What follows belongs to an exercise in optimizing a design on an open flow for small area, a short achievable clock period and few clock cycles per item; a production flow would make more cautious choices. Only simulation tests tie the RTL to the original design; equivalence was not proved. Power figures rest on the tool's default switching activity, not on a simulated workload.

// babe_cls
module babe_cls (
    input  wire        clk,
    input  wire        rst,
    input  wire        start,
    input  wire [7:0]  reg_w,        
    input  wire [7:0]  reg_h,        
    input  wire [15:0] maxgrad,
    output wire        busy,
    input  wire        pix_valid,
    input  wire [7:0]  pix_r,
    input  wire [7:0]  pix_g,
    input  wire [7:0]  pix_b,
    output wire        pix_ready,
    output reg  [1:0]  res_kind,     
    output reg  [7:0]  res_a1,
    output reg  [7:0]  res_a2,
    output reg  [2:0]  res_step,
    output wire [7:0]  avg_r,
    output wire [7:0]  avg_g,
    output wire [7:0]  avg_b
);
    reg        busy_r, rdy_r;
    reg        div;
    reg [2:0]  dcnt;
    reg [7:0]  wreg, hreg;
    reg [15:0] mg;
    reg [7:0]  col, row;
    reg        frst;          
    reg        v1, f1, ring1, last1;
    reg [7:0]  p1r, p1g, p1b;
    reg        v2, f2, ring2;
    reg [15:0] lx2, ly2;
    reg        v3, f3, ring3;
    reg [15:0] luma3;
    reg [15:0] rmin, rmax, imin, imax;
    reg        iempty;
    reg        edom;
    reg [23:0] sr, sg, sb;
    reg [15:0] npix;
    wire       take    = pix_valid & rdy_r;
    wire [7:0] wm1     = wreg - 8'd1;
    wire [7:0] hm1     = hreg - 8'd1;
    wire       col_end = (col == wm1);
    wire       row_end = (row == hm1);
    wire       on_ring = (col == 8'd0) || (row == 8'd0) || col_end || row_end;
    wire t1 = p1r[4] ^ p1r[2];
    wire t2 = p1r[4] & p1r[2];
    wire t3 = p1r[5] ^ p1r[3] ^ p1r[2];
    wire t4 = (p1r[5] & p1r[3]) | (p1r[5] & p1r[2]) | (p1r[3] & p1r[2]);
    wire t5 = p1r[6] ^ p1r[4] ^ p1r[3];
    wire t6 = (p1r[6] & p1r[4]) | (p1r[6] & p1r[3]) | (p1r[4] & p1r[3]);
    wire t7 = p1r[0] ^ p1g[5];
    wire t8 = p1r[0] & p1g[5];
    wire t9 = p1r[7] ^ p1r[5] ^ p1r[4];
    wire t10 = (p1r[7] & p1r[5]) | (p1r[7] & p1r[4]) | (p1r[5] & p1r[4]);
  ...
Size: about 2200 cells after synthesis, roughly 310 flip-flops, roughly 110 I/O pins, ~22000 um^2 of cells after synthesis.
export LEC_CHECK = 0
export CAP_MARGIN = 20
export CORE_MARGIN = 2
export CORE_UTILIZATION = 50
export CTS_CLUSTER_DIAMETER = 100
export CTS_CLUSTER_SIZE = 25
export GPL_TIMING_DRIVEN = 1
export PLACE_DENSITY = 0.65
export SLEW_MARGIN = 20
create_clock -name core_clock -period 11.0 [get_ports {clk}]
standard.sh (not shown) runs the stock make flow with config.mk's settings and CLKGATE_MAP_FILE= SYNTH_SCRIPT=/design/flow/synth_recipe.tcl, a recipe that flattens the netlist after the stock synthesis.
==> flow/flow/run.sh <==
#!/bin/bash
set -euo pipefail
bash standard.sh "BUFFER_PORTS_ARGS=-buffer_cell sky130_fd_sc_hd__buf_1" \
    SETUP_SLACK_MARGIN=7.5 finish > std_flow.log 2>&1
Testbench counts at the start, summed over its fixed seeds: cycles 80,123, regions 1,280.
Next try:
CORE_UTILIZATION = 60   (was 50)
GPL_TIMING_DRIVEN = unset   (was 1)
PLACE_DENSITY = 0.72   (was 0.65)
After rerunning:
- setup slack is worse by 32 ps
- wire length went down by 3.4%
- power went down by 1.2%
- first-iteration DRC count went up by 0.30%
- count of clock-buffer cells in the layout went up by 3
- area after synthesis is unchanged
- maximum frequency went down by 0.93%
- register-to-register slack is worse by 60 ps
- cell area went down by 1.0%
- final cell count went down by 4.6%
- non-clock buffer count went down by 4
Next try:
==> flow/flow/run.sh (replaced) <==
#!/bin/bash
set -euo pipefail
bash standard.sh "BUFFER_PORTS_ARGS=-buffer_cell sky130_fd_sc_hd__buf_2" \
    SETUP_SLACK_MARGIN=7.6 finish > std_flow.log 2>&1
CORE_UTILIZATION = 40   (was 60)
CTS_CLUSTER_SIZE = 30   (was 25)
PLACE_DENSITY = 0.6   (was 0.72)
The changed run finished clean; wire length rises by 8.0%; first-iteration DRC count went up by 6.0%; design area goes up by 5.4%; critical path depth goes down by 10; worst setup slack is better by 14 ps; maximum frequency came out higher by 0.40%; combinational power is about the same.
Next try:
==> flow/flow/run.sh (replaced) <==
#!/bin/bash
set -euo pipefail
bash standard.sh "BUFFER_PORTS_ARGS=-buffer_cell sky130_fd_sc_hd__buf_1" \
    SETUP_SLACK_MARGIN=7.5 finish > std_flow.log 2>&1
CORE_UTILIZATION = 50   (was 40)
CTS_CLUSTER_SIZE = 25   (was 30)
PLACE_DENSITY = 0.65   (was 0.6)
Non-clock buffer count came out lower by 46.
Area after synthesis stays the same.
Sequential power hardly moves.
Setup slack is better by 18 ps.
Final cell count is lower by 7.0%.
Total power came out lower by 5.9%.
Final area goes down by 4.1%.


Starting RTL as in the previous note.
clock: 11.0 ns
lec_check: 0
cap_margin: 20
core_margin: 2
core_utilization: 50
cts_cluster_diameter: 100
cts_cluster_size: 30
place_density: 0.65
slew_margin: 20
==> flow/flow/run.sh <==
#!/bin/bash
set -euo pipefail
bash standard.sh "BUFFER_PORTS_ARGS=-buffer_cell sky130_fd_sc_hd__buf_1" \
    SETUP_SLACK_MARGIN=7.5 finish > std_flow.log 2>&1
Testbench counts at the start, summed over its fixed seeds: cycles 80,123, regions 1,280.
Edit:
- CORE_UTILIZATION: 50 -> 40
- PLACE_DENSITY: 0.65 -> 0.6
Outcome: Routed wire length grows by 3.8%. Sequential power stays flat. Die area grows by 25%. Non-clock buffer count grows by 8. Critical path depth does not change. Area after synthesis stays the same. Global-route usage shrinks by 3.5 points. Clock skew barely changes. Power grows by 4.7%. Worst setup slack loses 0.0040 ns. Combinational power shrinks by about 2%.
Edit:
==> flow/flow/run.sh (replaced) <==
#!/bin/bash
set -euo pipefail
bash standard.sh "BUFFER_PORTS_ARGS=-buffer_cell sky130_fd_sc_hd__buf_2" \
    "CTS_ARGS=-sink_clustering_enable -repair_clock_nets -sink_clustering_size 30 -sink_clustering_max_diameter 100 -sink_clustering_levels 1" \
    SETUP_SLACK_MARGIN=7.5 finish > std_flow.log 2>&1
Result: The changed run completed without violations; clock-buffer cell count came out lower by 3; sequential power stays flat; via count rises by 0.47%; design area increases by 0.35%; flip-flop and latch count is unchanged; die area does not change; non-clock buffer count shrinks by 6; clock skew climbs by 0.0033 ns; power went up by 0.86%; sequential share of layout area drops by 0.12 points.


## trial 95
The RTL this note starts from:
==> flow/design.v <==
module babe_cls (
    input  wire        clk,
    input  wire        rst,
    input  wire        start,
    input  wire [7:0]  reg_w,        
    input  wire [7:0]  reg_h,        
    input  wire [15:0] maxgrad,
    output wire        busy,
    input  wire        pix_valid,
    input  wire [7:0]  pix_r,
    input  wire [7:0]  pix_g,
    input  wire [7:0]  pix_b,
    output wire        pix_ready,
    output reg  [1:0]  res_kind,     
    output reg  [7:0]  res_a1,
    output reg  [7:0]  res_a2,
    output reg  [2:0]  res_step,
    output wire [7:0]  avg_r,
    output wire [7:0]  avg_g,
    output wire [7:0]  avg_b
);
    reg        busy_r, rdy_r;
    reg        div;
    reg [2:0]  dcnt;
    reg [7:0]  wreg, hreg;
    reg [15:0] mg;
    reg [7:0]  col, row;
    reg        frst;          
    reg        v1;
    reg [7:0]  p1r, p1g, p1b;
    reg        v2, f2, ring2;
    reg [15:0] lx2, ly2;
    reg        v3, f3, ring3;
    reg [15:0] luma3;
    reg [15:0] rmin, rmax, imin, imax;
    reg        iempty;
    reg        edom;
    reg [23:0] sr, sg, sb;
    reg [15:0] npix;
    wire [7:0] wm1    = wreg - 8'd1;
    wire [7:0] hm1    = hreg - 8'd1;
    wire col_end = (col == wm1);
    wire row_end = (row == hm1);
    wire first   = frst;
    wire on_ring = (col == 8'd0) || (row == 8'd0) || col_end || row_end;
    function [31:0] csa(input [15:0] a, input [15:0] b, input [15:0] c);
        csa = {a ^ b ^ c, ((a & b) | (a & c) | (b & c)) << 1};
    endfunction
    wire [15:0] R = {8'd0, p1r}, G = {8'd0, p1g}, B = {8'd0, p1b};
    wire [31:0] l1a = csa(R, R << 2, R << 3);
    wire [31:0] l1b = csa(R << 6, G << 1, G << 2);
    wire [31:0] l1c = csa(G << 4, G << 7, B);
    wire [31:0] l1d = csa(B << 2, B << 3, B << 4);
    wire [31:0] l2a = csa(l1a[31:16], l1a[15:0], l1b[31:16]);
    wire [31:0] l2b = csa(l1b[15:0], l1c[31:16], l1c[15:0]);
    wire [31:0] l3a = csa(l2a[31:16], l2a[15:0], l2b[31:16]);
    wire [31:0] l3b = csa(l2b[15:0], l1d[31:16], l1d[15:0]);
    wire [31:0] l4a = csa(l3a[31:16], l3a[15:0], l3b[31:16]);
    wire [31:0] l5a = csa(l4a[31:16], l4a[15:0], l3b[15:0]);
    wire [15:0] cmin = ring3 ? rmin : imin;
    wire [15:0] cmax = ring3 ? rmax : imax;
    wire lt = luma3 < cmin;
    wire gt = luma3 > cmax;
    function [23:0] dstep(input [23:0] s, input [15:0] n);
        reg [17:0] t;
        begin
            t = {1'b0, s[23:7]} - {2'b0, n};
            dstep = {t[17] ? s[22:7] : t[15:0], s[6:0], ~t[17]};
        end
    endfunction
    wire [18:0] eddiff = {3'b0, rmax} + {2'b0, imin, 1'b0} - {3'b0, rmin} - {2'b0, imax, 1'b0};
    wire        ei_pos = imax > imin;
    wire        e_zero = (rmax == rmin);
    wire [16:0] lediff = {1'b0, rmin} + {1'b0, mg} - {1'b0, rmax};
    wire        e_le   = ~lediff[16];
    reg         one, smallr, wge;
    reg  [7:0]  xs;
    always @(posedge clk) begin
        p1r   <= pix_r;
        p1g   <= pix_g;
        p1b   <= pix_b;
        lx2   <= l5a[31:16];
        ly2   <= l5a[15:0];
        f2    <= first;
        ring2 <= on_ring;
        f3    <= f2;
        ring3 <= ring2 | div;
        if (div && dcnt == 3'd2)      luma3 <= imin;
        else if (div && dcnt == 3'd3) luma3 <= imax;
        else                          luma3 <= lx2 + ly2;
        one    <= (wreg == 8'd1) && (hreg == 8'd1);
        smallr <= (wreg <= 8'd4) && (hreg <= 8'd4);
        wge    <= (wreg >= hreg);
        xs     <= (wreg >= hreg) ? wreg : hreg;
        if (!busy_r) begin
            wreg <= reg_w;
            hreg <= reg_h;
            mg   <= maxgrad;
        end
        if (!busy_r) begin
            col  <= 8'd0;
            row  <= 8'd0;
            frst <= 1'b1;
        end else if (v1) begin
            frst <= 1'b0;
            if (col_end) begin
                col <= 8'd0;
                row <= row + 8'd1;
            end else begin
                col <= col + 8'd1;
            end
        end
        if (v1) begin
            sr   <= first ? {16'd0, p1r} : sr + {16'd0, p1r};
            sg   <= first ? {16'd0, p1g} : sg + {16'd0, p1g};
            sb   <= first ? {16'd0, p1b} : sb + {16'd0, p1b};
            npix <= first ? 16'd1 : npix + 16'd1;
        end else if (div) begin
            sr   <= dstep(sr, npix);
            sg   <= dstep(sg, npix);
            sb   <= dstep(sb, npix);
        end
        if (v3) begin
            if (ring3) begin
                if (lt || f3) rmin <= luma3;
                if (gt || f3) rmax <= luma3;
            end else begin
                if (lt || iempty) imin <= luma3;
                if (gt || iempty) imax <= luma3;
            end
        end
        if (v2 && f2)
            iempty <= 1'b1;
        else if (v3 && !ring3)
            iempty <= 1'b0;
        if (div && dcnt == 3'd2)
            edom <= ~iempty & ei_pos & ~eddiff[18];
        if (div && dcnt == 3'd7) begin
            if (one) begin
                res_kind <= 2'd0; res_step <= 3'd1;
            end else if (e_zero) begin
                res_kind <= 2'd0; res_step <= 3'd2;
            end else if (smallr && !edom && e_le) begin
                res_kind <= 2'd0; res_step <= 3'd4;
            end else begin
                res_kind <= wge ? 2'd1 : 2'd2; res_step <= 3'd5;
            end
            if (one || e_zero || (smallr && !edom && e_le)) begin
                res_a1 <= 8'd0;
                res_a2 <= 8'd0;
            end else begin
                res_a1 <= {1'b0, xs[7:1]};
                res_a2 <= {1'b0, xs[7:1]} + {7'd0, xs[0]};
            end
        end
        if (rst) begin
            busy_r <= 1'b0;
            rdy_r  <= 1'b0;
            v1     <= 1'b0;
            v2     <= 1'b0;
            v3     <= 1'b0;
            div    <= 1'b0;
        end else begin
            v1 <= pix_valid & rdy_r;
            v2 <= v1;
            v3 <= v2 | (div & (dcnt == 3'd2 || dcnt == 3'd3) & ~iempty);
            if (start && !busy_r) begin
                busy_r <= 1'b1;
                rdy_r  <= 1'b1;
            end
            if (v1 && col_end && row_end) begin
                rdy_r <= 1'b0;
                div   <= 1'b1;
                dcnt  <= 3'd0;
            end
            if (div) begin
                dcnt <= dcnt + 3'd1;
                if (dcnt == 3'd7) begin
                    div    <= 1'b0;
                    busy_r <= 1'b0;
                end
            end
        end
    end
    assign busy      = busy_r;
    assign pix_ready = rdy_r;
    assign avg_r     = sr[7:0];
    assign avg_g     = sg[7:0];
    assign avg_b     = sb[7:0];
endmodule
==> flow/config.mk <==
export PLATFORM = sky130hd
export DESIGN_NAME = babe_cls
export DESIGN_NICKNAME = babe_cls
export VERILOG_FILES = /design/flow/design.v
export SDC_FILE = /design/flow/constraint.sdc
export NUM_CORES = 4
export LEC_CHECK = 0
export CAP_MARGIN = 20
export CORE_MARGIN = 2
export CORE_UTILIZATION = 40
export PLACE_DENSITY = 0.6
export SLEW_MARGIN = 20
==> flow/constraint.sdc <==
create_clock -name core_clock -period 11.0 [get_ports {clk}]
set_input_delay 2.2000 -clock core_clock [delete_from_list [all_inputs] [get_ports {clk}]]
set_output_delay 2.2000 -clock core_clock [all_outputs]
set_load 0.01 [all_outputs]
==> flow/flow/run.sh <==
#!/bin/bash
set -euo pipefail
bash standard.sh SETUP_SLACK_MARGIN=7.5 finish > std_flow.log 2>&1
Trial 95 ended with every stage complete and zero timing, DRC or antenna violations.
Testbench counts of trial 95, summed over its fixed seeds: cycles 80,123, regions 1,280.
Relative to trial 95, the following input files were edited for trial 35:
==> flow/flow/run.sh <==
#!/bin/bash
set -euo pipefail
bash standard.sh SETUP_SLACK_MARGIN=8.0 finish > std_flow.log 2>&1
==> run notes <==
Trial 35: PASS, flow complete, no timing, DRC or antenna violations
Trial 35 vs. trial 95: share of total power in the clock network has decreased; net switching component of the power has increased; fmax has increased; worst setup slack has increased.

-- what the ideal ports hide --
In the flow no input, the clock included, has a driving cell. The finished layouts below were timed again as built, in two steps. Step 1 sets driving cells, clkbuf_16 on the clock port and buf_2 on the other inputs (assumed; they add their load-dependent delay and slew). Step 2 adds t to the input delays and takes it off the output delays; t is the mean of the earliest and latest rising clock arrival at the registers after step 1. Input paths then give back, and output paths get back, about the clock's delay inside the block. Slacks: ideal / step 1 / step 2; pairs: ideal / step 1.
run | shift t [ns] | slack for setup (ns) | cell pins on the clock port's net
the first run of note 1 | 0.601 | 7.587 / 7.529 / 7.432 | 1
the second run of note 1 | 0.576 | 7.555 / 7.544 / 7.476 | 1
the third run of note 1 | 0.618 | 7.569 / 7.510 / 7.432 | 1
the fourth run of note 1 | 0.601 | 7.587 / 7.529 / 7.432 | 1
the first run of note 2 | 0.587 | 7.575 / 7.523 / 7.445 | 1
the second run of note 2 | 0.605 | 7.571 / 7.515 / 7.359 | 1
the third run of note 2 | 0.619 | 7.551 / 7.491 / 7.431 | 1
trial 95 | 0.609 | 7.533 / 7.482 / 7.516 | 1
trial 35 | 0.615 | 7.544 / 7.494 / 7.452 | 1
After both steps every run listed still meets setup and hold. For the second run of note 2, which loses most, drivers alone change the setup slack by -0.056 ns; drivers and shift together by -0.212 ns.
